Source: an optimization exercise on an open RTL-to-GDS flow (aim: small area, a short achievable clock period and few clock cycles). Production flows keep margins and buffers that such runs may drop. No functional check of the RTL was part of any run shown here. No activity file was given, so power comes from the tool's default toggle rates.

==> design/flow/config.mk <==
export PLATFORM = sky130hd
export DESIGN_NAME = cfc
export DESIGN_NICKNAME = cfc
export VERILOG_FILES = /design/flow/design.v
export SDC_FILE = /design/flow/constraint.sdc
export NUM_CORES = 4
export LEC_CHECK = 0
export CAP_MARGIN = 20
export CORE_MARGIN = 2
export CORE_UTILIZATION = 40
export SETUP_SLACK_MARGIN = 4
export SLEW_MARGIN = 20
==> design/flow/constraint.sdc <==
create_clock -name core_clock -period 8.0 [get_ports {clk}]
set_input_delay 1.6000 -clock core_clock [delete_from_list [all_inputs] [get_ports {clk}]]
set_output_delay 1.6000 -clock core_clock [all_outputs]
set_load 0.01 [all_outputs]
==> design/flow/design.v <==
module cfc_ecc_name (
    input  wire [4:0] seg,
    output reg  [4:0] name     
);
    always @(*) begin
        case (seg)
            5'h02: name = 5'd1;    
            5'h03: name = 5'd2;    
            5'h04: name = 5'd3;    
            5'h05: name = 5'd4;    
            5'h06: name = 5'd5;    
            5'h07: name = 5'd6;    
            5'h08: name = 5'd7;    
            5'h09: name = 5'd8;    
            5'h0A: name = 5'd9;    
            5'h0B: name = 5'd10;   
            5'h0C: name = 5'd11;   
            5'h0D: name = 5'd12;   
            5'h0E: name = 5'd13;   
            5'h0F: name = 5'd14;   
            5'h11: name = 5'd15;   
            5'h12: name = 5'd16;   
            5'h13: name = 5'd17;   
            5'h16: name = 5'd18;   
            5'h17: name = 5'd19;   
            5'h18: name = 5'd20;   
            5'h19: name = 5'd21;   
            5'h1A: name = 5'd22;   
            5'h1B: name = 5'd23;   
            5'h1C: name = 5'd24;   
            default: name = 5'd0;  
        endcase
    end
endmodule
module cfc_alc_decode (
    input  wire [4:0] bitno,
    output reg  [1:0] field,   
    output reg  [4:0] idbit    
);
    always @(*) begin
        field = 2'd0;
        idbit = 5'd0;
        if (bitno <= 5'd10) begin
            idbit = 5'd28 - bitno;
        end else if (bitno == 5'd11) begin
            field = 2'd1;
        end else if (bitno == 5'd12) begin
            field = 2'd2;
        end else if (bitno == 5'd31) begin
            field = 2'd3;
        end else begin
            idbit = 5'd30 - bitno;
        end
    end
endmodule
module cfc_classify (
    input  wire [7:0] sr,
    input  wire [7:0] ewlr,
    input  wire [7:0] rxerr,
    input  wire [7:0] txerr,
    output reg  [1:0] cls      
);
    always @(*) begin
        if (sr[7] || txerr == 8'd255)
            cls = 2'd3;
        else if (rxerr[7] || txerr[7])
            cls = 2'd2;
        else if (rxerr >= ewlr || txerr >= ewlr)
            cls = 2'd1;
        else
            cls = 2'd0;
    end
endmodule
module cfc (
    input  wire         clk,
    input  wire         rst,            
    input  wire         cmd_valid,
    output wire         cmd_ready,
    input  wire [7:0]   cmd_word,
    input  wire         cmd_fmt,        
    input  wire [31:0]  cmd_id,         
    input  wire         cmd_rtr,
    input  wire [3:0]   cmd_dlc,
    input  wire [3:0]   cmd_len,
    input  wire [63:0]  cmd_data,
    input  wire [7:0]   cmd_mode,       
    input  wire [103:0] cmd_image,      
    input  wire [7:0]   cmd_byte,       
    input  wire [31:0]  cmd_cls,        
    input  wire [7:0]   cmd_index,      
    output wire         rsp_valid,
    output wire [3:0]   rsp_result,
    output wire         rsp_frame_some,
    output wire         rsp_fmt,
    output wire [28:0]  rsp_id,
    output wire         rsp_rtr,
    output wire [3:0]   rsp_dlc,
    output reg  [63:0]  rsp_data,
    output wire [103:0] rsp_image,
    output reg  [12:0]  rsp_image_wr,
    output wire [11:0]  rsp_status,
    output wire [7:0]   rsp_mode,
    output wire         rsp_ecc_cap_some,
    output wire [7:0]   rsp_ecc_cap,
    output wire         rsp_alc_cap_some,
    output wire [7:0]   rsp_alc_cap,
    output wire [1:0]   rsp_ecc_errc,
    output wire         rsp_ecc_dir,
    output wire [4:0]   rsp_ecc_seg,
    output wire [4:0]   rsp_ecc_name,
    output wire [4:0]   rsp_alc_bitno,
    output wire [1:0]   rsp_alc_field,
    output wire [4:0]   rsp_alc_idbit,
    output wire [1:0]   rsp_cls,
    output wire [7:0]   rsp_byte,
    output wire         ev_valid,
    output reg  [1:0]   ev_kind,        
    output wire [11:0]  ev_status,
    output wire         ev_completed,
    output wire         cs,
    output wire         bus_req,
    output reg          bus_we,
    output reg  [6:0]   bus_addr,
    output reg  [7:0]   bus_wdata,
    input  wire         bus_ready,
    input  wire [7:0]   bus_rdata,
    input  wire         bus_noresp,
    output wire         reset_pulse
);
    localparam [3:0] OP_TRANSMIT    = 4'h1,
                     OP_TRANSMIT_SS = 4'h2,
                     OP_ABORT       = 4'h3,
                     OP_TRY_RECEIVE = 4'h4,
                     OP_HANDLE_INT  = 4'h5,
                     OP_SET_MODE    = 4'h6,
                     OP_ACK_EVENTS  = 4'h7,
                     OP_READ_STATUS = 4'h8,
                     OP_RESET       = 4'h9,
                     OP_ENCODE      = 4'hA,
                     OP_DECODE      = 4'hB,
                     OP_DECODE_ECC  = 4'hC,
                     OP_DECODE_ALC  = 4'hD,
                     OP_CLASSIFY    = 4'hE,
                     OP_TX_READBACK = 4'hF;
    localparam [2:0] R_OK              = 3'd0,
                     R_TRANSMIT_BUSY   = 3'd1,
                     R_DEV_NOT_RESP    = 3'd2,
                     R_BUS_OFF         = 3'd3,
                     R_NOT_OPERATING   = 3'd4,
                     R_INVALID_FRAME   = 3'd5,
                     R_ILLEGAL_COMMAND = 3'd6,
                     R_INVALID_OPERAND = 3'd7;
    localparam [1:0] CLS_ACTIVE = 2'd0, CLS_WARNING = 2'd1,
                     CLS_PASSIVE = 2'd2, CLS_BUS_OFF = 2'd3;
    localparam [1:0] EV_STATUS = 2'd0, EV_FRAME = 2'd1,
                     EV_TXDONE = 2'd2, EV_WAKE  = 2'd3;
    localparam [4:0] P_TX_BUF   = 5'd0,
                     P_TX_CMD   = 5'd1,
                     P_ABORT    = 5'd2,
                     P_READBACK = 5'd3,
                     P_RX_SR    = 5'd4,
                     P_RX_BUF   = 5'd5,
                     P_RX_RMC   = 5'd6,
                     P_RX_RRB   = 5'd7,
                     P_RX_CDO   = 5'd8,
                     P_HI_IR    = 5'd9,
                     P_HI_ECC   = 5'd10,
                     P_HI_ALC   = 5'd11,
                     P_HI_SR    = 5'd12,
                     P_HI_EWLR  = 5'd13,
                     P_HI_RXERR = 5'd14,
                     P_HI_TXERR = 5'd15,
                     P_HI_TI    = 5'd16;
    reg        initialized, msg_waiting, bus_on, tx_busy, err_warning;
    reg        data_overrun, err_passive, arb_lost, bus_error;
    reg [1:0]  bus_class;
    reg        mode_rm, mode_lom, mode_stm, mode_sm;
    reg        ecc_valid, alc_valid;
    reg [7:0]  ecc_cap, alc_cap;
    reg        dev_fault;
    wire [11:0] status_word = {dev_fault, bus_class, bus_error, arb_lost,
                               err_passive, data_overrun, err_warning,
                               tx_busy, bus_on, msg_waiting, initialized};
    wire [7:0]  mode_byte = {3'b000, mode_sm, 1'b0, mode_stm, mode_lom, mode_rm};
    reg        acc;             
    reg        evph;            
    reg [4:0]  phase;
    reg        op_ss;           
    reg [2:0]  res;             
    reg        fsome;           
    reg        img_fmt, img_rtr;
    reg [3:0]  img_dlc;
    reg [95:0] img_b;           
    wire [103:0] img = {img_b, img_fmt, img_rtr, 2'b00, img_dlc};
    reg [7:0]  byte_q;          
    reg [1:0]  cls_q;
    reg        ir_alc, ir_cls, ir_ri, ir_ti;    
    reg        sr7_q, rxp_q, rxw_q;             
    reg        rmc_q;                           
    reg        done_bit;
    reg        chg;             
    reg        pd_done, pd_wake, pd_frame;      
    reg        rp, rpw;         
    wire [3:0] k = bus_addr[3:0];
    wire multi = (pd_done & (pd_wake | pd_frame | chg)) |
                 (pd_wake & (pd_frame | chg)) | (pd_frame & chg);
    wire last  = ~multi & ~rpw;
    assign cmd_ready   = ~acc & ~(evph & ~last);
    assign rsp_valid   = evph & last;
    assign rsp_result  = {1'b0, res};
    assign ev_valid    = evph & (pd_done | pd_wake | pd_frame | chg);
    always @(*) begin
        if (pd_done)       ev_kind = EV_TXDONE;
        else if (pd_wake)  ev_kind = EV_WAKE;
        else if (pd_frame) ev_kind = EV_FRAME;
        else               ev_kind = EV_STATUS;
    end
    assign ev_status    = status_word;
    assign ev_completed = done_bit;
    assign reset_pulse  = rp;
    assign cs           = acc;
    assign bus_req      = acc;
    wire [7:0] b1 = img_b[7:0];
    wire [7:0] b2 = img_b[15:8];
    wire [7:0] b3 = img_b[23:16];
    wire [7:0] b4 = img_b[31:24];
    assign rsp_frame_some = fsome;
    assign rsp_fmt  = img_fmt;
    assign rsp_rtr  = img_rtr;
    assign rsp_dlc  = img_dlc;
    assign rsp_id   = img_fmt ? {b1, b2, b3, b4[7:3]} : {18'd0, b1, b2[7:5]};
    integer i;
    always @(*) begin
        for (i = 0; i < 8; i = i + 1)
            rsp_data[8*i +: 8] = img_fmt ? img_b[8*(4+i) +: 8] : img_b[8*(2+i) +: 8];
    end
    assign rsp_image = img;
    wire [3:0] ndata = img_rtr ? 4'd0 : img_dlc;
    reg  [7:0] dth;             
    always @(*) begin
        dth[0] = |ndata;
        dth[1] = ndata[3] | ndata[2] | ndata[1];
        dth[2] = ndata[3] | ndata[2] | (ndata[1] & ndata[0]);
        dth[3] = ndata[3] | ndata[2];
        dth[4] = ndata[3] | (ndata[2] & (ndata[1] | ndata[0]));
        dth[5] = ndata[3] | (ndata[2] & ndata[1]);
        dth[6] = ndata[3] | (ndata[2] & ndata[1] & ndata[0]);
        dth[7] = ndata[3];
        rsp_image_wr[2:0] = 3'b111;
        rsp_image_wr[3]   = img_fmt | dth[0];
        rsp_image_wr[4]   = img_fmt | dth[1];
        for (i = 5; i < 11; i = i + 1)
            rsp_image_wr[i] = img_fmt ? dth[i-5] : dth[i-3];
        rsp_image_wr[11]  = img_fmt & dth[6];
        rsp_image_wr[12]  = img_fmt & dth[7];
    end
    wire [3:0] nbm1 = (img_fmt ? 4'd4 : 4'd2) + ndata;
    wire last_byte = (k != 4'd0) && (k == nbm1);
    assign rsp_status       = status_word;
    assign rsp_mode         = mode_byte;
    assign rsp_ecc_cap_some = ecc_valid;
    assign rsp_ecc_cap      = ecc_cap;
    assign rsp_alc_cap_some = alc_valid;
    assign rsp_alc_cap      = alc_cap;
    assign rsp_ecc_errc  = byte_q[7:6];
    assign rsp_ecc_dir   = byte_q[5];
    assign rsp_ecc_seg   = byte_q[4:0];
    cfc_ecc_name u_ecc (.seg(byte_q[4:0]), .name(rsp_ecc_name));
    assign rsp_alc_bitno = byte_q[4:0];
    cfc_alc_decode u_alc (.bitno(byte_q[4:0]), .field(rsp_alc_field), .idbit(rsp_alc_idbit));
    assign rsp_cls  = cls_q;
    assign rsp_byte = byte_q;
    wire       acpt  = cmd_valid & cmd_ready;
    wire [3:0] cw    = cmd_word[3:0];
    wire       legal = (cmd_word[7:4] == 4'h0) && (cw != 4'h0);
    wire idx_big = (|cmd_index[7:4]) | (cmd_index[3] & cmd_index[2] & (cmd_index[1] | cmd_index[0]));
    wire wf = (cmd_fmt ? (cmd_id[31:29] == 3'd0) : (cmd_id[31:11] == 21'd0)) &
              (~cmd_dlc[3] | (cmd_dlc[2:0] == 3'd0)) &
              (cmd_rtr ? (cmd_len == 4'd0) : (cmd_len == cmd_dlc));
    reg [95:0] enc_b;
    always @(*) begin
        if (cmd_fmt) begin
            enc_b[7:0]   = cmd_id[28:21];
            enc_b[15:8]  = cmd_id[20:13];
            enc_b[23:16] = cmd_id[12:5];
            enc_b[31:24] = {cmd_id[4:0], 3'b000};
            enc_b[95:32] = cmd_data;
        end else begin
            enc_b[7:0]   = cmd_id[10:3];
            enc_b[15:8]  = {cmd_id[2:0], 5'b00000};
            enc_b[79:16] = cmd_data;
            enc_b[95:80] = cmd_data[63:48];
        end
    end
    function [3:0] clamp8(input [3:0] d);
        clamp8 = (d[3] & (|d[2:0])) ? 4'd8 : d;
    endfunction
    wire [1:0] cmd_class;
    cfc_classify u_cls_cmd (
        .sr(cmd_cls[7:0]), .ewlr(cmd_cls[15:8]), .rxerr(cmd_cls[23:16]),
        .txerr(cmd_cls[31:24]), .cls(cmd_class)
    );
    wire       ge_ewlr = (bus_rdata >= byte_q);
    wire       tx_bo = sr7_q | (bus_rdata == 8'd255);
    wire       tx_ps = rxp_q | bus_rdata[7];
    wire       tx_wn = rxw_q | ge_ewlr;
    wire [1:0] int_class = tx_bo ? CLS_BUS_OFF : tx_ps ? CLS_PASSIVE :
                           tx_wn ? CLS_WARNING : CLS_ACTIVE;
    reg        initialized_n, msg_waiting_n, bus_on_n, tx_busy_n, err_warning_n;
    reg        data_overrun_n, err_passive_n, arb_lost_n, bus_error_n;
    reg [1:0]  bus_class_n;
    reg        mode_rm_n, mode_lom_n, mode_stm_n, mode_sm_n;
    reg        ecc_valid_n, alc_valid_n, dev_fault_n;
    reg [7:0]  ecc_cap_n, alc_cap_n;
    reg        acc_n, evph_n, op_ss_n, fsome_n;
    reg [4:0]  phase_n;
    reg [2:0]  res_n;
    reg        img_fmt_n, img_rtr_n;
    reg [3:0]  img_dlc_n;
    reg [95:0] img_b_n;
    reg [7:0]  byte_q_n;
    reg [1:0]  cls_q_n;
    reg        ir_alc_n, ir_cls_n, ir_ri_n, ir_ti_n;
    reg        sr7_q_n, rxp_q_n, rxw_q_n, rmc_q_n, done_bit_n;
    reg        chg_n, pd_done_n, pd_wake_n, pd_frame_n, rp_n, rpw_n;
    reg        bus_we_n;
    reg [6:0]  bus_addr_n;
    reg [7:0]  bus_wdata_n;
    reg        no_chg;         
    wire [10:0] status_n = {bus_class_n, bus_error_n, arb_lost_n,
                            err_passive_n, data_overrun_n, err_warning_n,
                            tx_busy_n, bus_on_n, msg_waiting_n, initialized_n};
    reg  [7:0]   img_next;
    always @(*) begin
        img_next = 8'd0;
        for (i = 0; i < 12; i = i + 1)
            if (k == i)
                img_next = img[8*(i+1) +: 8];
    end
    task automatic go_phase(input [4:0] p, input we, input [6:0] a, input [7:0] d);
        begin
            phase_n     = p;
            bus_we_n    = we;
            bus_addr_n  = a;
            bus_wdata_n = d;
        end
    endtask
    task automatic end_access;
        begin
            acc_n  = 1'b0;
            evph_n = 1'b1;
        end
    endtask
    task automatic hi_after_cls(input ri, input ti);
        begin
            if (ri)
                msg_waiting_n = 1'b1;
            if (ti)
                go_phase(P_HI_TI, 1'b0, 7'd2, 8'd0);
            else
                end_access;
        end
    endtask
    task automatic hi_after_ecc(input alc, input cls, input ri, input ti);
        begin
            if (alc) begin
                arb_lost_n = 1'b1;
                go_phase(P_HI_ALC, 1'b0, 7'd11, 8'd0);
            end else if (cls)
                go_phase(P_HI_SR, 1'b0, 7'd2, 8'd0);
            else
                hi_after_cls(ri, ti);
        end
    endtask
    task automatic clear_state;
        begin
            initialized_n  = 1'b0;
            msg_waiting_n  = 1'b0;
            bus_on_n       = 1'b0;
            tx_busy_n      = 1'b0;
            err_warning_n  = 1'b0;
            data_overrun_n = 1'b0;
            err_passive_n  = 1'b0;
            arb_lost_n     = 1'b0;
            bus_error_n    = 1'b0;
            bus_class_n    = CLS_ACTIVE;
            mode_rm_n      = 1'b1;
            mode_lom_n     = 1'b0;
            mode_stm_n     = 1'b0;
            mode_sm_n      = 1'b0;
            ecc_valid_n    = 1'b0;
            alc_valid_n    = 1'b0;
            dev_fault_n    = 1'b0;
        end
    endtask
    always @(*) begin
        initialized_n  = initialized;
        msg_waiting_n  = msg_waiting;
        bus_on_n       = bus_on;
        tx_busy_n      = tx_busy;
        err_warning_n  = err_warning;
        data_overrun_n = data_overrun;
        err_passive_n  = err_passive;
        arb_lost_n     = arb_lost;
        bus_error_n    = bus_error;
        bus_class_n    = bus_class;
        mode_rm_n      = mode_rm;
        mode_lom_n     = mode_lom;
        mode_stm_n     = mode_stm;
        mode_sm_n      = mode_sm;
        ecc_valid_n    = ecc_valid;
        alc_valid_n    = alc_valid;
        dev_fault_n    = dev_fault;
        ecc_cap_n      = ecc_cap;
        alc_cap_n      = alc_cap;
        acc_n          = acc;
        evph_n         = evph;
        op_ss_n        = op_ss;
        fsome_n        = fsome;
        phase_n        = phase;
        res_n          = res;
        img_fmt_n      = img_fmt;
        img_rtr_n      = img_rtr;
        img_dlc_n      = img_dlc;
        img_b_n        = img_b;
        byte_q_n       = byte_q;
        cls_q_n        = cls_q;
        ir_alc_n       = ir_alc;
        ir_cls_n       = ir_cls;
        ir_ri_n        = ir_ri;
        ir_ti_n        = ir_ti;
        sr7_q_n        = sr7_q;
        rxp_q_n        = rxp_q;
        rxw_q_n        = rxw_q;
        rmc_q_n        = rmc_q;
        done_bit_n     = done_bit;
        chg_n          = chg;
        pd_done_n      = pd_done;
        pd_wake_n      = pd_wake;
        pd_frame_n     = pd_frame;
        rp_n           = 1'b0;
        rpw_n          = rpw;
        bus_we_n       = bus_we;
        bus_addr_n     = bus_addr;
        bus_wdata_n    = bus_wdata;
        no_chg         = 1'b0;
        if (evph) begin
            if (rpw) begin
                rpw_n = 1'b0;
                rp_n  = 1'b1;
            end else if (pd_done)
                pd_done_n = 1'b0;
            else if (pd_wake)
                pd_wake_n = 1'b0;
            else if (pd_frame)
                pd_frame_n = 1'b0;
            else
                chg_n = 1'b0;
            if (last)
                evph_n = 1'b0;
        end
        if (cmd_ready) begin
            if (cw == OP_DECODE) begin
                img_fmt_n = cmd_image[7];
                img_rtr_n = cmd_image[6];
                img_dlc_n = clamp8(cmd_image[3:0]);
                img_b_n   = cmd_image[103:8];
            end else begin
                img_fmt_n = cmd_fmt;
                img_rtr_n = cmd_rtr;
                img_dlc_n = cmd_dlc;
                img_b_n   = enc_b;
            end
            byte_q_n = cmd_byte;
            cls_q_n  = cmd_class;
            op_ss_n  = (cw == OP_TRANSMIT_SS);
            fsome_n  = (cw == OP_DECODE);
            case (cw)
                OP_ABORT:       go_phase(P_ABORT,    1'b1, 7'd1, 8'h02);
                OP_TRY_RECEIVE: go_phase(P_RX_SR,    1'b0, 7'd2, 8'h00);
                OP_HANDLE_INT:  go_phase(P_HI_IR,    1'b0, 7'd3, 8'h00);
                OP_TX_READBACK: go_phase(P_READBACK, 1'b0, {3'b110, cmd_index[3:0]}, 8'h00);
                default:        go_phase(P_TX_BUF,   1'b1, 7'd16,
                                         {cmd_fmt, cmd_rtr, 2'b00, cmd_dlc});
            endcase
            res_n = R_OK;
            if (!legal) begin
                res_n = R_ILLEGAL_COMMAND;
            end else begin
                case (cw)
                OP_TRANSMIT, OP_TRANSMIT_SS: begin
                    if (dev_fault)
                        res_n = R_DEV_NOT_RESP;
                    else if (!wf)
                        res_n = R_INVALID_FRAME;
                    else if (bus_class == CLS_BUS_OFF)
                        res_n = R_BUS_OFF;
                    else if (mode_rm || mode_lom || mode_sm)
                        res_n = R_NOT_OPERATING;
                    else if (tx_busy)
                        res_n = R_TRANSMIT_BUSY;
                end
                OP_ABORT, OP_HANDLE_INT: begin
                    if (dev_fault)
                        res_n = R_DEV_NOT_RESP;
                end
                OP_TRY_RECEIVE: begin
                    if (dev_fault)
                        res_n = R_DEV_NOT_RESP;
                    else if (mode_rm)
                        res_n = R_NOT_OPERATING;
                end
                OP_SET_MODE: begin
                    if (dev_fault)
                        res_n = R_DEV_NOT_RESP;
                    else if (cmd_mode[7:5] != 3'b000)
                        res_n = R_INVALID_OPERAND;
                end
                OP_ENCODE: begin
                    if (!wf)
                        res_n = R_INVALID_FRAME;
                end
                OP_TX_READBACK: begin
                    if (dev_fault)
                        res_n = R_DEV_NOT_RESP;
                    else if (idx_big)
                        res_n = R_INVALID_OPERAND;
                end
                default: ;
                endcase
            end
        end
        if (acpt) begin
            chg_n      = 1'b0;
            pd_done_n  = 1'b0;
            pd_wake_n  = 1'b0;
            pd_frame_n = 1'b0;
            rpw_n      = 1'b0;
            acc_n      = 1'b0;
            evph_n     = 1'b1;
            if (legal) begin
                case (cw)
                OP_TRANSMIT, OP_TRANSMIT_SS: begin
                    if (!dev_fault && wf && bus_class != CLS_BUS_OFF &&
                        !mode_rm && !mode_lom && !mode_sm && !tx_busy) begin
                        acc_n  = 1'b1;
                        evph_n = 1'b0;
                    end
                end
                OP_ABORT: begin
                    if (!dev_fault && tx_busy) begin
                        acc_n  = 1'b1;
                        evph_n = 1'b0;
                    end
                end
                OP_TRY_RECEIVE: begin
                    if (!dev_fault && !mode_rm) begin
                        acc_n  = 1'b1;
                        evph_n = 1'b0;
                    end
                end
                OP_HANDLE_INT: begin
                    if (!dev_fault) begin
                        acc_n  = 1'b1;
                        evph_n = 1'b0;
                    end
                end
                OP_SET_MODE: begin
                    if (!dev_fault && cmd_mode[7:5] == 3'b000) begin
                        mode_rm_n  = cmd_mode[0];
                        mode_lom_n = cmd_mode[1];
                        mode_stm_n = cmd_mode[2];
                        mode_sm_n  = cmd_mode[4];
                        tx_busy_n  = 1'b0;
                        if (!cmd_mode[0]) begin
                            initialized_n = 1'b1;
                            bus_on_n      = 1'b1;
                            if (bus_class == CLS_BUS_OFF)
                                bus_class_n = CLS_ACTIVE;
                        end else begin
                            bus_on_n = 1'b0;
                        end
                    end
                end
                OP_ACK_EVENTS: begin
                    arb_lost_n  = 1'b0;
                    bus_error_n = 1'b0;
                end
                OP_RESET: begin
                    clear_state;
                    no_chg = 1'b1;
                    if (rp)
                        rpw_n = 1'b1;
                    else
                        rp_n  = 1'b1;
                end
                OP_TX_READBACK: begin
                    if (!dev_fault && !idx_big) begin
                        acc_n  = 1'b1;
                        evph_n = 1'b0;
                    end
                end
                default: ;
                endcase
            end
        end else if (acc && bus_ready) begin
            if (bus_noresp) begin
                dev_fault_n = 1'b1;
                res_n       = R_DEV_NOT_RESP;
                pd_done_n   = 1'b0;
                pd_wake_n   = 1'b0;
                pd_frame_n  = 1'b0;
                end_access;
            end else begin
                case (phase)
                P_TX_BUF: begin
                    if (last_byte) begin
                        tx_busy_n = 1'b1;
                        go_phase(P_TX_CMD, 1'b1, 7'd1,
                                 {3'b000, mode_stm, 2'b00, op_ss, ~mode_stm});
                    end else begin
                        bus_addr_n  = {3'b001, k + 4'd1};
                        bus_wdata_n = img_next;
                    end
                end
                P_TX_CMD, P_ABORT: end_access;
                P_READBACK: begin
                    byte_q_n = bus_rdata;
                    end_access;
                end
                P_RX_SR: begin
                    if (!bus_rdata[0]) begin
                        msg_waiting_n = 1'b0;
                        end_access;
                    end else begin
                        fsome_n = 1'b1;
                        go_phase(P_RX_BUF, 1'b0, 7'd16, 8'h00);
                    end
                end
                P_RX_BUF: begin
                    if (k == 4'd0) begin
                        img_fmt_n = bus_rdata[7];
                        img_rtr_n = bus_rdata[6];
                        img_dlc_n = clamp8(bus_rdata[3:0]);
                    end
                    for (i = 1; i < 13; i = i + 1)
                        if (k == i)
                            img_b_n[8*(i-1) +: 8] = bus_rdata;
                    if (last_byte)
                        go_phase(P_RX_RMC, 1'b0, 7'd29, 8'h00);
                    else
                        bus_addr_n = {3'b001, k + 4'd1};
                end
                P_RX_RMC: begin
                    rmc_q_n = |bus_rdata[4:1];
                    go_phase(P_RX_RRB, 1'b1, 7'd1, 8'h04);
                end
                P_RX_RRB: begin
                    msg_waiting_n = rmc_q;
                    pd_frame_n    = 1'b1;
                    if (data_overrun)
                        go_phase(P_RX_CDO, 1'b1, 7'd1, 8'h08);
                    else
                        end_access;
                end
                P_RX_CDO: begin
                    data_overrun_n = 1'b0;
                    end_access;
                end
                P_HI_IR: begin
                    ir_alc_n  = bus_rdata[6];
                    ir_cls_n  = bus_rdata[5] | bus_rdata[2];
                    ir_ri_n   = bus_rdata[0];
                    ir_ti_n   = bus_rdata[1];
                    pd_wake_n = bus_rdata[4];
                    if (bus_rdata[3])
                        data_overrun_n = 1'b1;
                    if (bus_rdata[7]) begin
                        bus_error_n = 1'b1;
                        go_phase(P_HI_ECC, 1'b0, 7'd12, 8'h00);
                    end else
                        hi_after_ecc(bus_rdata[6], bus_rdata[5] | bus_rdata[2],
                                     bus_rdata[0], bus_rdata[1]);
                end
                P_HI_ECC: begin
                    ecc_cap_n   = bus_rdata;
                    ecc_valid_n = 1'b1;
                    hi_after_ecc(ir_alc, ir_cls, ir_ri, ir_ti);
                end
                P_HI_ALC: begin
                    alc_cap_n   = bus_rdata;
                    alc_valid_n = 1'b1;
                    if (ir_cls)
                        go_phase(P_HI_SR, 1'b0, 7'd2, 8'h00);
                    else
                        hi_after_cls(ir_ri, ir_ti);
                end
                P_HI_SR: begin
                    sr7_q_n = bus_rdata[7];
                    go_phase(P_HI_EWLR, 1'b0, 7'd13, 8'h00);
                end
                P_HI_EWLR: begin
                    byte_q_n = bus_rdata;
                    go_phase(P_HI_RXERR, 1'b0, 7'd14, 8'h00);
                end
                P_HI_RXERR: begin
                    rxp_q_n = bus_rdata[7];
                    rxw_q_n = ge_ewlr;
                    go_phase(P_HI_TXERR, 1'b0, 7'd15, 8'h00);
                end
                P_HI_TXERR: begin
                    if (int_class == CLS_BUS_OFF) begin
                        bus_class_n   = CLS_BUS_OFF;
                        bus_on_n      = 1'b0;
                        err_warning_n = 1'b0;
                        err_passive_n = 1'b0;
                        mode_rm_n     = 1'b1;
                    end else if (bus_class != CLS_BUS_OFF) begin
                        bus_class_n   = int_class;
                        err_warning_n = (int_class == CLS_WARNING);
                        err_passive_n = (int_class == CLS_PASSIVE);
                    end
                    hi_after_cls(ir_ri, ir_ti);
                end
                P_HI_TI: begin
                    tx_busy_n  = 1'b0;
                    done_bit_n = bus_rdata[3];
                    pd_done_n  = 1'b1;
                    end_access;
                end
                default: end_access;
                endcase
            end
        end
        if (!no_chg && (status_n != status_word[10:0]))
            chg_n = 1'b1;
    end
    always @(posedge clk) begin
        if (rst) begin
            initialized  <= 1'b0;
            msg_waiting  <= 1'b0;
            bus_on       <= 1'b0;
            tx_busy      <= 1'b0;
            err_warning  <= 1'b0;
            data_overrun <= 1'b0;
            err_passive  <= 1'b0;
            arb_lost     <= 1'b0;
            bus_error    <= 1'b0;
            bus_class    <= CLS_ACTIVE;
            mode_rm      <= 1'b1;
            mode_lom     <= 1'b0;
            mode_stm     <= 1'b0;
            mode_sm      <= 1'b0;
            ecc_valid    <= 1'b0;
            alc_valid    <= 1'b0;
            dev_fault    <= 1'b0;
            acc          <= 1'b0;
            evph         <= 1'b0;
            chg          <= 1'b0;
            pd_done      <= 1'b0;
            pd_wake      <= 1'b0;
            pd_frame     <= 1'b0;
            rp           <= 1'b0;
            rpw          <= 1'b0;
        end else begin
            initialized  <= initialized_n;
            msg_waiting  <= msg_waiting_n;
            bus_on       <= bus_on_n;
            tx_busy      <= tx_busy_n;
            err_warning  <= err_warning_n;
            data_overrun <= data_overrun_n;
            err_passive  <= err_passive_n;
            arb_lost     <= arb_lost_n;
            bus_error    <= bus_error_n;
            bus_class    <= bus_class_n;
            mode_rm      <= mode_rm_n;
            mode_lom     <= mode_lom_n;
            mode_stm     <= mode_stm_n;
            mode_sm      <= mode_sm_n;
            ecc_valid    <= ecc_valid_n;
            alc_valid    <= alc_valid_n;
            dev_fault    <= dev_fault_n;
            acc          <= acc_n;
            evph         <= evph_n;
            chg          <= chg_n;
            pd_done      <= pd_done_n;
            pd_wake      <= pd_wake_n;
            pd_frame     <= pd_frame_n;
            rp           <= rp_n;
            rpw          <= rpw_n;
        end
        ecc_cap   <= ecc_cap_n;
        alc_cap   <= alc_cap_n;
        op_ss     <= op_ss_n;
        fsome     <= fsome_n;
        phase     <= phase_n;
        res       <= res_n;
        img_fmt   <= img_fmt_n;
        img_rtr   <= img_rtr_n;
        img_dlc   <= img_dlc_n;
        img_b     <= img_b_n;
        byte_q    <= byte_q_n;
        cls_q     <= cls_q_n;
        ir_alc    <= ir_alc_n;
        ir_cls    <= ir_cls_n;
        ir_ri     <= ir_ri_n;
        ir_ti     <= ir_ti_n;
        sr7_q     <= sr7_q_n;
        rxp_q     <= rxp_q_n;
        rxw_q     <= rxw_q_n;
        rmc_q     <= rmc_q_n;
        done_bit  <= done_bit_n;
        bus_we    <= bus_we_n;
        bus_addr  <= bus_addr_n;
        bus_wdata <= bus_wdata_n;
    end
endmodule
==> design/flow/flow/run.sh <==
#!/bin/bash
# Layout flow: the standard flow (standard.sh, unchanged synthesis),
# with the port buffers made of sky130_fd_sc_hd__buf_2 cells.
set -o pipefail
export BUFFER_PORTS_ARGS="-buffer_cell sky130_fd_sc_hd__buf_2"
bash standard.sh > standard.log 2>&1
==> design/flow/standard.sh <==
#!/bin/bash
# synth_recipe.tcl (not shown) runs the flow's synth.tcl, then flattens the netlist and writes it again
# the make line also repeats each setting of config.mk as NAME=value (left out here)
make -C /OpenROAD-flow-scripts/flow DESIGN_CONFIG=/design/flow/config.mk WORK_HOME=/design/flow/orfs CLKGATE_MAP_FILE= SYNTH_SCRIPT=/design/flow/synth_recipe.tcl "${@:-finish}"
==> run notes, run 1 <==
- Worst-Skew Late Latency: 460 ps
- Slew margin rel.: 27.97%
- Largest net degree at the start of global routing: 101
- Worst r2r path cells: 12
- CP cell instances: buf_2 > ha_1 > a21o_1 > a21oi_1 > o21ai_0 > o31ai_2 > mux2_2 > nor4_2 > nand3_1 > mux2i_1
- Leakage: 8.032 nW
- Area of the mapped netlist: 0.01476 mm^2
- Hold endpoint: bus_addr[5]
- Skew final: 17.16 ps
- Initial antenna violation count: 8
- Crit-path max FO: 19
- Status: no timing/DRC/antenna violations
- Routed WL per cell: 25.97 um
- Hold Crit Start: bus_addr[5]
- Tmin final: 3879 ps
- Unrepaired setup endpoints after global routing: true
- Most frequent cells in the layout: buf_2 (594), nand2_1 (222), nor2_1 (204), a21oi_1 (204), dfxtp_1 (162)
- Max Slew Vio Count: 0
- CP Buf/Inv Count: 1
- Max IR drop VDD: 0.1135 mV
- ANT nets after route: 0
- Hold Path Class: reg2reg
- Critical path startpoint: bus_rdata[5]
- Num rows: 70
- Final WS setup: 4121 ps
- Proportion of layout cells with a drive suffix above 1: 32.13%
- Syn-to-layout area delta: 23.17%
- Die Span Y: 196.1 um
- Setup CP Type: in2reg
- Most common cell after layout, fill and taps aside: buf_2
- Total core area: 0.03652 mm^2
- Worst Tran Pin Value: 1072 ps
- Post-synth EDFFs: 28
- Yosys Warn Count: 4
- Total via count in the routed design: 17420
- IO buf count: 597
- GP Congestion: 1.000
- Global-route wire length before repair: 105100 um
- Post-synth top flop: dfxtp_1
- R2R setup slack: 4290 ps
- Final Setup Violations: 0
- PwrDens: 166.2 mW/mm^2
- Root Buffer: clkbuf_16
- Post-synthesis sequential area ratio: 28.20%
- Initial drt markers: 1632
- Initial core utilization: 40.42%
- CTS tree: yes
- Yosys reg bits: 194
- Setup crit start kind: input pin
- Post-synth ARST share: 0%
- H-tree depth: 4
- Overall power: 3.023 mW
- R2r endpoint: bus_wdata[3]
- Critical path required time: 8340 ps
- Total grt overflow: 0
- Crit. End Element: flip-flop
- CP delay by family, top: compound AO/OA/AOI/OAI gates
- Number of failing hold endpoints at the final stage: 0
- Setup TNS: 0 ps
- Vias/cell: 6.036
- Pre-CTS setup slack: 2909 ps
- Clock sink total: 194
- Synthesized instance count: 1957
- Vias in the first global route: 15760
- Net count, final: 2724
- Worst path arrival time: 4220 ps
- Max Root-Sink Buffers: 2
- Avg Cell Area, Syn: 7.544 um^2
- I/O pin total: 618
- Netlist cell types: 95
- Num CTS Buffers: 17
- R2R Path Start: img_fmt
- DRT Pass-1 Iters: 8
- Die Area: 0.03846 mm^2
- Critical path's slowest cell: buf_2
- GRT Overall Usage: 36.73%
- Max-Cap Viols: 0
- Final period util: 48.49%
- Hold Path Depth: 2
- Final wirelength: 74940 um
- Post-route DRC violation count: 0
- HPWL after detailed placement: 57120 um
- Die Wd: 196.1 um
- Reg clk slew, reported paths: 80 ps
- F_max: 257.8 MHz
- WHS: 453.3 ps
- CP peak stage delay: 540 ps
how the worst max path moves through the flow:
stage / slack [ps] / depth (start not counted) / endpoint
floorplan: 4330 / 10 / chg
global placement: 2920 / 11 / chg
detailed placement: 2910 / 11 / chg
CTS: 3940 / 11 / chg
global route: 3940 / 10 / rsp_alc_idbit[2]
finish: 4120 / 10 / chg
metrics by stage:
step / util, % / cells / cell area, um^2
after global routing: 49.78 / 2884 / 18180
after global placement: 47.79 / 2834 / 17450
final: 49.79 / 2886 / 18180
after CTS: 49.40 / 2866 / 18040
after detailed placement: 47.79 / 2834 / 17450
after floorplan: - / 1965 / 14790
final cells by class:
class | instances | area (um^2)
diodes | 6 | 15.01
clock buffers | 21 | 461.7
clock inverters | 11 | 92.59
fillers | 3814 | 18340
inverters | 51 | 198.9
multi-input cells | 1509 | 9429
flip-flops and latches | 194 | 4174
well taps | 468 | 585.6
repair buffers | 626 | 3228
Yosys cell counts, types with 5 or more instances:
cell type	count	share of area, %
xnor2_1	11	0.65
nor2b_1	17	0.72
o21a_1	5	0.25
nand4_1	9	0.38
clkbuf_1	116	2.9
ha_1	37	3.1
o21ai_0	139	4.7
nand3b_1	13	0.66
nor2_1	206	5.2
a21o_1	10	0.51
o2111ai_1	5	0.30
nor3_1	37	1.3
edfxtp_1	28	5.7
and3_1	18	0.76
o211ai_1	15	0.76
or3_1	7	0.30
buf_1	15	0.38
a2111oi_0	6	0.36
and2_1	28	1.2
o21ai_1	6	0.20
nand3_1	39	1.3
inv_1	47	1.2
o22ai_1	12	0.51
a31oi_1	15	0.64
o31ai_1	15	0.76
a21oi_1	205	6.9
dfxtp_1	166	23
or2_2	5	0.21
o221ai_1	9	0.53
nor4_1	10	0.42
buf_2	22	0.75
nor3b_1	5	0.25
a221oi_1	23	1.4
a211oi_1	97	4.9
buf_4	59	3.0
a22oi_1	17	0.86
nand2b_1	18	0.76
nand2_1	222	5.6
mux2i_1	80	5.4
mux2_2	77	5.9
layer usage:
| metal | up-vias | global-route usage [%] | routed length (um) |
|---|---|---|---|
| met4 | 2 | 13.72 | 2677 |
| met5 | - | 0 | 11 |
| met2 | 1003 | 59.64 | 34540 |
| met1 | 8325 | 48.38 | 30740 |
| li1 | 7955 | - | - |
| met3 | 134 | 7.065 | 6966 |
power breakdown:
group          internal [mW]  switching [mW]  leakage (nW)
Sequential              1.07           0.184          1.64
Clock                  0.426           0.420         0.268
Combinational          0.389           0.537          6.12
sequential cells by signal, summed over array words and instances (netlist names), 3 cells and up:
signal        flops
res               3
phase             5
rsp_ecc_name      5
bus_wdata         8
alc_cap           8
ecc_cap           8
img_dlc           4
bus_addr          7
img_b            96
byte_q            8
kinds of logic (layout without fill, tap and decap cells):
| logic type | count (synthesis) | count (layout) | share of synthesized area [%] |
|---|---|---|---|
| simple gates | 664 | 665 | 21.17 |
| compound gates | 624 | 624 | 26.64 |
| buf+inv | 263 | 709 | 8.373 |
| flops | 194 | 194 | 28.20 |
| mux | 158 | 158 | 11.45 |
| fa+ha+maj | 40 | 40 | 3.407 |
| xor+xnor | 12 | 12 | 0.7119 |
| other cells | 2 | 16 | 0.05087 |
worst register-to-register path: cells and delay by family (launching register included):
kind / cells / cell delay [ps]
buffers and inverters: 2 / 300
DFF: 1 / 640
adders and majority gates: 2 / 680
AOI/OAI and AO/OA: 4 / 1000
and+or+nand+nor: 4 / 970
timing repair:
action | in CTS | in global routing
buffers inserted | 0 | 10
hold buffers | 0 | 0
resized for setup | 10 | 8
endpoints found under the setup margin | 60 | 84
gates cloned | 0 | 1
pin swaps | 0 | 2
==> run 2: changes to the inputs <==
--- a/design/flow/design.v
+++ b/design/flow/design.v
@@ -265,14 +265,27 @@
     assign rsp_ecc_errc  = byte_q[7:6];
     assign rsp_ecc_dir   = byte_q[5];
     assign rsp_ecc_seg   = byte_q[4:0];
-    cfc_ecc_name u_ecc (.seg(byte_q[4:0]), .name(rsp_ecc_name));
     assign rsp_alc_bitno = byte_q[4:0];
-    cfc_alc_decode u_alc (.bitno(byte_q[4:0]), .field(rsp_alc_field), .idbit(rsp_alc_idbit));
+    wire [4:0] ecc_name_d, alc_idbit_d;
+    wire [1:0] alc_field_d;
+    cfc_ecc_name u_ecc (.seg(cmd_byte[4:0]), .name(ecc_name_d));
+    cfc_alc_decode u_alc (.bitno(cmd_byte[4:0]), .field(alc_field_d), .idbit(alc_idbit_d));
+    reg  [4:0] ecc_name_q, alc_idbit_q;
+    reg  [1:0] alc_field_q;
+    always @(posedge clk) begin
+        ecc_name_q  <= ecc_name_d;
+        alc_field_q <= alc_field_d;
+        alc_idbit_q <= alc_idbit_d;
+    end
+    assign rsp_ecc_name  = ecc_name_q;
+    assign rsp_alc_field = alc_field_q;
+    assign rsp_alc_idbit = alc_idbit_q;
     assign rsp_cls  = cls_q;
     assign rsp_byte = byte_q;
     wire       acpt  = cmd_valid & cmd_ready;
     wire [3:0] cw    = cmd_word[3:0];
     wire       legal = (cmd_word[7:4] == 4'h0) && (cw != 4'h0);
+    wire       sel_img = cmd_word[3] & cmd_word[0];
     wire idx_big = (|cmd_index[7:4]) | (cmd_index[3] & cmd_index[2] & (cmd_index[1] | cmd_index[0]));
     wire wf = (cmd_fmt ? (cmd_id[31:29] == 3'd0) : (cmd_id[31:11] == 21'd0)) &
               (~cmd_dlc[3] | (cmd_dlc[2:0] == 3'd0)) &
@@ -327,6 +340,8 @@
     reg [6:0]  bus_addr_n;
     reg [7:0]  bus_wdata_n;
     reg        no_chg;         
+    reg        do_apply;       
+    reg        chg_m;          
     wire [10:0] status_n = {bus_class_n, bus_error_n, arb_lost_n,
                             err_passive_n, data_overrun_n, err_warning_n,
                             tx_busy_n, bus_on_n, msg_waiting_n, initialized_n};
@@ -444,6 +459,7 @@
         bus_addr_n     = bus_addr;
         bus_wdata_n    = bus_wdata;
         no_chg         = 1'b0;
+        do_apply       = 1'b0;
         if (evph) begin
             if (rpw) begin
                 rpw_n = 1'b0;
@@ -460,7 +476,7 @@
                 evph_n = 1'b0;
         end
         if (cmd_ready) begin
-            if (cw == OP_DECODE) begin
+            if (sel_img) begin
                 img_fmt_n = cmd_image[7];
                 img_rtr_n = cmd_image[6];
                 img_dlc_n = clamp8(cmd_image[3:0]);
@@ -474,7 +490,7 @@
             byte_q_n = cmd_byte;
             cls_q_n  = cmd_class;
             op_ss_n  = (cw == OP_TRANSMIT_SS);
-            fsome_n  = (cw == OP_DECODE);
+            fsome_n  = sel_img;
             case (cw)
                 OP_ABORT:       go_phase(P_ABORT,    1'b1, 7'd1, 8'h02);
                 OP_TRY_RECEIVE: go_phase(P_RX_SR,    1'b0, 7'd2, 8'h00);
@@ -709,17 +725,7 @@
                     go_phase(P_HI_TXERR, 1'b0, 7'd15, 8'h00);
                 end
                 P_HI_TXERR: begin
-                    if (int_class == CLS_BUS_OFF) begin
-                        bus_class_n   = CLS_BUS_OFF;
-                        bus_on_n      = 1'b0;
-                        err_warning_n = 1'b0;
-                        err_passive_n = 1'b0;
-                        mode_rm_n     = 1'b1;
-                    end else if (bus_class != CLS_BUS_OFF) begin
-                        bus_class_n   = int_class;
-                        err_warning_n = (int_class == CLS_WARNING);
-                        err_passive_n = (int_class == CLS_PASSIVE);
-                    end
+                    do_apply = 1'b1;
                     hi_after_cls(ir_ri, ir_ti);
                 end
                 P_HI_TI: begin
@@ -732,9 +738,37 @@
                 endcase
             end
         end
-        if (!no_chg && (status_n != status_word[10:0]))
-            chg_n = 1'b1;
+        chg_m = chg_n | (!no_chg && (status_n != status_word[10:0]));
+    end
+    reg  [1:0] bus_class_f;
+    reg        bus_on_f, err_warning_f, err_passive_f, mode_rm_f;
+    always @(*) begin
+        bus_class_f   = bus_class_n;
+        bus_on_f      = bus_on_n;
+        err_warning_f = err_warning_n;
+        err_passive_f = err_passive_n;
+        mode_rm_f     = mode_rm_n;
+        if (do_apply) begin
+            if (int_class == CLS_BUS_OFF) begin
+                bus_class_f   = CLS_BUS_OFF;
+                bus_on_f      = 1'b0;
+                err_warning_f = 1'b0;
+                err_passive_f = 1'b0;
+                mode_rm_f     = 1'b1;
+            end else if (bus_class != CLS_BUS_OFF) begin
+                bus_class_f   = int_class;
+                err_warning_f = (int_class == CLS_WARNING);
+                err_passive_f = (int_class == CLS_PASSIVE);
+            end
+        end
     end
+    wire not_bo = (bus_class != CLS_BUS_OFF);
+    wire chg_bo = not_bo | bus_on | err_warning | err_passive;
+    wire chg_ps = not_bo & ((bus_class != CLS_PASSIVE) | err_warning | ~err_passive);
+    wire chg_wn = not_bo & ((bus_class != CLS_WARNING) | ~err_warning | err_passive);
+    wire chg_ac = not_bo & ((bus_class != CLS_ACTIVE) | err_warning | err_passive);
+    wire chg_cls = tx_bo ? chg_bo : tx_ps ? chg_ps : tx_wn ? chg_wn : chg_ac;
+    wire chg_f = chg_m | (do_apply & chg_cls);
     always @(posedge clk) begin
         if (rst) begin
             initialized  <= 1'b0;
@@ -765,15 +799,15 @@
         end else begin
             initialized  <= initialized_n;
             msg_waiting  <= msg_waiting_n;
-            bus_on       <= bus_on_n;
+            bus_on       <= bus_on_f;
             tx_busy      <= tx_busy_n;
-            err_warning  <= err_warning_n;
+            err_warning  <= err_warning_f;
             data_overrun <= data_overrun_n;
-            err_passive  <= err_passive_n;
+            err_passive  <= err_passive_f;
             arb_lost     <= arb_lost_n;
             bus_error    <= bus_error_n;
-            bus_class    <= bus_class_n;
-            mode_rm      <= mode_rm_n;
+            bus_class    <= bus_class_f;
+            mode_rm      <= mode_rm_f;
             mode_lom     <= mode_lom_n;
             mode_stm     <= mode_stm_n;
             mode_sm      <= mode_sm_n;
@@ -782,7 +816,7 @@
             dev_fault    <= dev_fault_n;
             acc          <= acc_n;
             evph         <= evph_n;
-            chg          <= chg_n;
+            chg          <= chg_f;
             pd_done      <= pd_done_n;
             pd_wake      <= pd_wake_n;
             pd_frame     <= pd_frame_n;
--- a/design/flow/config.mk
+++ b/design/flow/config.mk
@@ -8,5 +8,5 @@
 export CAP_MARGIN = 20
 export CORE_MARGIN = 2
 export CORE_UTILIZATION = 40
-export SETUP_SLACK_MARGIN = 4
+export SETUP_SLACK_MARGIN = 5
 export SLEW_MARGIN = 20
==> run notes, run 2 <==
- Initial antenna violation count: 5
- Max IR drop VDD: 0.1549 mV
- WHS: 460.7 ps
- Post-synth ARST share: 0%
- Max reg flops: 96
- Most frequent cells in the layout: buf_2 (507), a21oi_1 (234), nor2_1 (223)
- Reg power frac: 34.1%
- Tmin final: 3468 ps
- Final period util: 43.35%
- Crit-path max FO: 7
- Setup crit start kind: flip-flop
- Setup CP Type: reg2out
- Switch share: 36.99%
- Initial drt markers: 2129
- Storage cell area: 0.004347 mm^2
- Global-route wire length before repair: 116300 um
- Sw power: 1.454 mW
- Worst Tran Pin Value: 957.2 ps
- Post-synth top flop: dfxtp_1
- Status: no timing/DRC/antenna violations
- Area of the mapped netlist: 0.01508 mm^2
- Largest area contributor in the netlist: dfxtp_1
- Count leader, synth: a21oi_1
- GRT Overall Usage: 40.41%
- Final Setup Violations: 0
- Critical path required time: 6400 ps
- Post-synthesis sequential area ratio: 28.53%
- F_max: 288.3 MHz
- DRT Pass-1 Iters: 6
- Placed insts: 2932
- IO buf count: 597
- Die Area: 0.03928 mm^2
- Unrepaired setup endpoints after global routing: true
- Synthesized instance count: 2011
- ANT nets after route: 0
- PwrDens: 185.1 mW/mm^2
- Worst-Skew Late Latency: 530 ps
- Avg Cell Area, Syn: 7.501 um^2
- Net count, final: 2847
- Total via count in the routed design: 18820
- Vias in the first global route: 16950
- Netlist cell types: 90
- Crit. End Element: output port
- Hold Path Class: reg2reg
- Routed WL per cell: 28.14 um
- Num CTS Buffers: 24
- Clock sink total: 201
- Multi-input logic area: 0.01039 mm^2
- Root Buffer: clkbuf_16
- Slew margin rel.: 35.95%
- Die Wd: 198.2 um
- Top cell type's share of synthesized area: 22.96%
- I/O pin total: 618
- Biggest register: img_b
- Setup TNS: 0 ps
- Max Slew Vio Count: 0
- Pint: 2.476 mW
- Placed Area: 0.01790 mm^2
- Die Span Y: 198.2 um
- HPWL after detailed placement: 60010 um
- Number of failing hold endpoints at the final stage: 0
- Most common cell after layout, fill and taps aside: buf_2
- Final instance area: 0.02123 mm^2
- Area contributors post-synth: dfxtp_1 (23%), a21oi_1 (8.0%), nor2_1 (5.7%)
- Num rows: 71
- Yosys Warn Count: 4
- Combinational power share: 37.3%
- Commonest cells post-synth: a21oi_1 (241), nor2_1 (230), nand2_1 (207), dfxtp_1 (173), clkbuf_1 (125)
- CTS tree: yes
- Fillers: 3631
- Total grt overflow: 0
- Worst path arrival time: 1870 ps
- Syn-to-layout area delta: 40.73%
- Final wirelength: 85870 um
- GP Congestion: 0.9763
- Yosys reg bits: 201
- Total core area: 0.03740 mm^2
- H-tree depth: 1
- Largest net degree at the start of global routing: 85
- Skew final: 10.19 ps
- Initial core utilization: 40.33%
- Proportion of layout cells with a drive suffix above 1: 36.56%
- Reg clk slew, reported paths: 60 ps
- Max Root-Sink Buffers: 3
- Post-route DRC violation count: 0
- Non-Filler Instances: 3051
- Leakage: 9.615 nW
- Vias/cell: 6.169
- Post-synth EDFFs: 28
- Max-Cap Viols: 0
- Clock Power Share: 28.6%
-- run 2: cell count changes in the layout (fill, tap and decap cells not counted), moves of 13 or more --
cell and change:
mux2_4 +72, o211ai_1 +18, clkbuf_16 +14, a21oi_1 +30
buf_2 -87, buf_16 +13, nand2_1 -21, mux2_2 -75
buf_4 +18, buf_6 +94, nor2_1 +19, a211oi_1 -25
nand3_1 +22, o21ai_0 -37
-- run 2: what timing repair did --
item | 4_1_cts | 5_1_grt
buffers inserted | 31 | 22
setup endpoints to repair | 223 | 156
resized for setup | 222 | 152
pin swaps | 18 | 31
gates cloned | 15 | 7
hold buffers | 0 | 0
-- run 2: per-stage QoR --
stage | total power, mW | setup slack, ps | utilization (%)
floorplan | 1.860 | 4778 | -
global placement | 2.406 | 3776 | 47.86
detailed placement | 2.413 | 3770 | 47.86
CTS | 3.745 | 4536 | 54.13
global route | 4.036 | 4499 | 56.76
finish | 3.930 | 4532 | 56.76
-- run 2: worst paths after layout --
kind | from | endpoint | slack (ps) | cells after the start
worst max-delay path | pd_done | cmd_ready | 4530 | 5
worst min-delay path | bus_addr[6] | bus_addr[6] | 460 | 2
worst max register to register | bus_addr[0] | bus_wdata[2] | 4980 | 9
worst min register to register | bus_addr[6] | bus_addr[6] | 460 | 2
-- run 2: cell families after synthesis --
family / count (synthesis) / share of synthesized area, %
simple gates: 710 / 22.15
compound gates: 630 / 26.29
buf+inv: 262 / 8.162
flops: 201 / 28.53
mux: 157 / 11.03
fa+ha+maj: 38 / 3.152
xor+xnor: 11 / 0.6387
other cells: 2 / 0.04979
-- run 2: worst max-delay path, cell delays in order (launching register included) --
cell and delay [ps]:
dfxtp_4 360, or3_4 380, a41o_4 340, clkinv_8 60, buf_12 90, buf_6 90
-- run 2: final cells by class --
cell class | instances | share of cell area, %
Tap cell | 511 | 3.012
Clock buffer | 35 | 3.560
Timing Repair Buffer | 687 | 22.77
Multi-Input combinational cell | 1559 | 48.93
Antenna cell | 2 | 0.02358
Inverter | 49 | 1.020
Clock inverter | 7 | 0.2122
Sequential cell | 201 | 20.48
-- run 2: power by group through the flow --
stage,sequential [mW],clock (mW),combinational [mW]
detailed placement,1.34,0,1.07
global placement,1.34,0,1.07
global route,1.34,1.17,1.53
floorplan,1.26,0,0.600
CTS,1.32,1.13,1.29
finish,1.34,1.12,1.46
-- run 2: routing by layer --
| layer | part of all wire, % | GRT usage [%] | wire (um) |
|---|---|---|---|
| met5 | 0.013 | 0 | 11 |
| met2 | 45 | 63.90 | 38940 |
| met4 | 4.9 | 18.77 | 4206 |
| met1 | 40 | 52.59 | 34540 |
| met3 | 9.5 | 8.533 | 8171 |
==> run 3: changes to the inputs <==
--- a/design/flow/config.mk
+++ b/design/flow/config.mk
@@ -8,5 +8,5 @@
 export CAP_MARGIN = 20
 export CORE_MARGIN = 2
 export CORE_UTILIZATION = 40
-export SETUP_SLACK_MARGIN = 5
+export SETUP_SLACK_MARGIN = 4.5
 export SLEW_MARGIN = 20
==> run notes, run 3 <==
- Status: no timing/DRC/antenna violations
- Vias/cell: 6.108
- Max reg flops: 96
- Largest net degree at the start of global routing: 89
- Area of the mapped netlist: 0.01508 mm^2
- I/O pin total: 618
- Vias in the first global route: 16630
- Syn-to-layout area delta: 26.01%
- Max Root-Sink Buffers: 3
- Max Slew Vio Count: 0
- Die Span Y: 198.2 um
- Largest area contributor in the netlist: dfxtp_1
- Yosys reg bits: 201
- Slew margin rel.: 35.12%
- Storage cell area: 0.004310 mm^2
- DRT Pass-1 Iters: 6
- Netlist cell types: 90
- GP Congestion: 0.9711
- Multi-input logic area: 0.009691 mm^2
- Reg clk slew, reported paths: 70 ps
- Fillers: 3850
- Synthesized instance count: 2011
- Top cell type's share of synthesized area: 22.96%
- Setup CP Type: reg2out
- R2R Path Start: img_fmt
- Antenna diodes: 0
- Most common cell after layout, fill and taps aside: buf_2
- Number of failing hold endpoints at the final stage: 0
- Total core area: 0.03740 mm^2
- IO buf count: 597
- Die Area: 0.03928 mm^2
- Biggest register: img_b
- Skew final: 17.97 ps
- PwrDens: 193.7 mW/mm^2
- Critical path startpoint: img_fmt
- Crit-path max FO: 21
- Total via count in the routed design: 18260
- Post-synth top flop: dfxtp_1
- Post-route DRC violation count: 0
- Yosys Warn Count: 4
- F_max: 287.5 MHz
- Final WS setup: 4522 ps
- Proportion of layout cells with a drive suffix above 1: 31.59%
- Crit. End Element: output port
- H-tree depth: 1
- Area contributors post-synth: dfxtp_1 (23%), a21oi_1 (8.0%), nor2_1 (5.7%)
- Total grt overflow: 0
- Post-synth ARST share: 0%
- Root Buffer: clkbuf_16
- CTS tree: yes
- GRT Overall Usage: 40.09%
- Final period util: 43.47%
- Avg Cell Area, Syn: 7.501 um^2
- Net count, final: 2785
- Unrepaired setup endpoints after global routing: true
- Worst Tran Pin Value: 971.9 ps
- Clock sink total: 201
- Worst-Skew Late Latency: 540 ps
- Count leader, synth: a21oi_1
- Setup crit start kind: flip-flop
- Post-synth EDFFs: 28
- Hold Path Class: reg2reg
- Post-synthesis sequential area ratio: 28.53%
- Worst path arrival time: 1880 ps
- Pre-CTS setup slack: 3564 ps
- Setup TNS: 0 ps
- Leakage: 8.561 nW
- Num rows: 71
- Worst r2r path cells: 10
- Initial antenna violation count: 7
- Initial drt markers: 1953
- Commonest cells post-synth: a21oi_1 (241), nor2_1 (230), nand2_1 (207), dfxtp_1 (173), clkbuf_1 (125)
- Hold Path Depth: 2
- Post-CTS Hold Fix Bufs: 0
- Initial core utilization: 40.33%
- Critical path required time: 6400 ps
- Core Util, Final: 50.82%
- Max IR drop VDD: 0.1486 mV
- ANT nets after route: 0
- Global-route wire length before repair: 115100 um
- Overall power: 3.683 mW
- Most frequent cells in the layout: buf_2 (592), a21oi_1 (240), nor2_1 (230)
- Final Setup Violations: 0
- Tmin final: 3478 ps
- Routed WL per cell: 27.88 um
- Hold Crit Start: bus_addr[6]
- HPWL after detailed placement: 61140 um
- Final wirelength: 83350 um
- Max-Cap Viols: 0
- Die Wd: 198.2 um
- Num CTS Buffers: 25
run 3: cell counts after synthesis:
Identical to the previous run, type by type.
run 3: stage by stage:
step           hold WS [ps]  instance area [um^2]  cells
2_1_floorplan         480.2                 15110   2019
3_3_place_gp          444.0                 17860   2933
3_5_place_dp          455.5                 17860   2933
4_1_cts               468.9                 18920   2988
5_1_grt               498.8                 19010   2990
6_report              463.2                 19010   2990
run 3: per-layer routing:
| metal | vias to the layer above | track usage, % | routed length, um |
|---|---|---|---|
| met1 | 8741 | 51.89 | 33490 |
| met2 | 1122 | 64.12 | 37660 |
| met3 | 196 | 9.368 | 8462 |
| li1 | 8198 | - | - |
| met5 | - | 0 | 35 |
| met4 | 6 | 16.32 | 3707 |
run 3: final timing paths:
kind / end / slack (ps)
worst min-delay path: bus_addr[6] / 460
worst min register to register: bus_addr[6] / 460
worst max-delay path: rsp_data[50] / 4520
worst max register to register: bus_addr[3] / 4610
run 3: cells by family after synthesis:
group / Yosys count / synth area share, %
buf+inv: 262 / 8.162
flops: 201 / 28.53
other cells: 2 / 0.04979
simple gates: 710 / 22.15
mux: 157 / 11.03
fa+ha+maj: 38 / 3.152
xor+xnor: 11 / 0.6387
compound gates: 630 / 26.29
run 3: layout make-up:
type,instances,area share [%]
sequential,201,22.68
tap,511,3.364
clock buffer,38,4.252
multi-input combinational,1558,50.98
clock inverter,8,0.4147
timing repair buffer,625,17.30
inverter,49,1.014
run 3: report_power, final:
part,switching (mW),internal (mW)
registers,0.216,1.12
clock network,0.483,0.731
logic,0.676,0.459
total,1.37,2.31
run 3: repair_timing:
action                                  4_1_cts  5_1_grt
endpoints found under the setup margin       98       29
gates resized for setup                      17       14
gates cloned                                  3        1
pin swaps                                     4        2
buffers inserted                              6        1
run 3: worst max-delay path: stages, from the launching register on:
cell     delay, ps
dfxtp_4        510
buf_16         220
mux2_2         440
buf_2          170

## static timing again, ports no longer ideal
The results above use ideal ports. As a check the final layouts listed here were re-extracted and re-timed, cells and wires unchanged. Step 1 assumes that a clkbuf_16 drives the clock port and a buf_2 every other input. Step 2 adds t to the input delays and takes it off the output delays; t is the mean of the earliest and latest rising clock arrival at the registers after step 1. Input paths then give back, and output paths get back, about the clock's delay inside the block. Slacks: ideal / step 1 / step 2; pairs: ideal / step 1.
run	shift t [ns]	slack for setup (ns)	hold WS [ns]
run 1	0.504	4.121 / 4.099 / 3.633	0.453 / 0.453 / 0.453
run 2	0.577	4.532 / 4.479 / 4.256	0.461 / 0.461 / 0.461
run 3	0.583	4.522 / 4.472 / 3.966	0.463 / 0.463 / 0.463
After both steps every run listed still meets setup and hold. For run 3, which loses most, drivers alone change the setup slack by -0.050 ns; drivers and shift together by -0.556 ns.
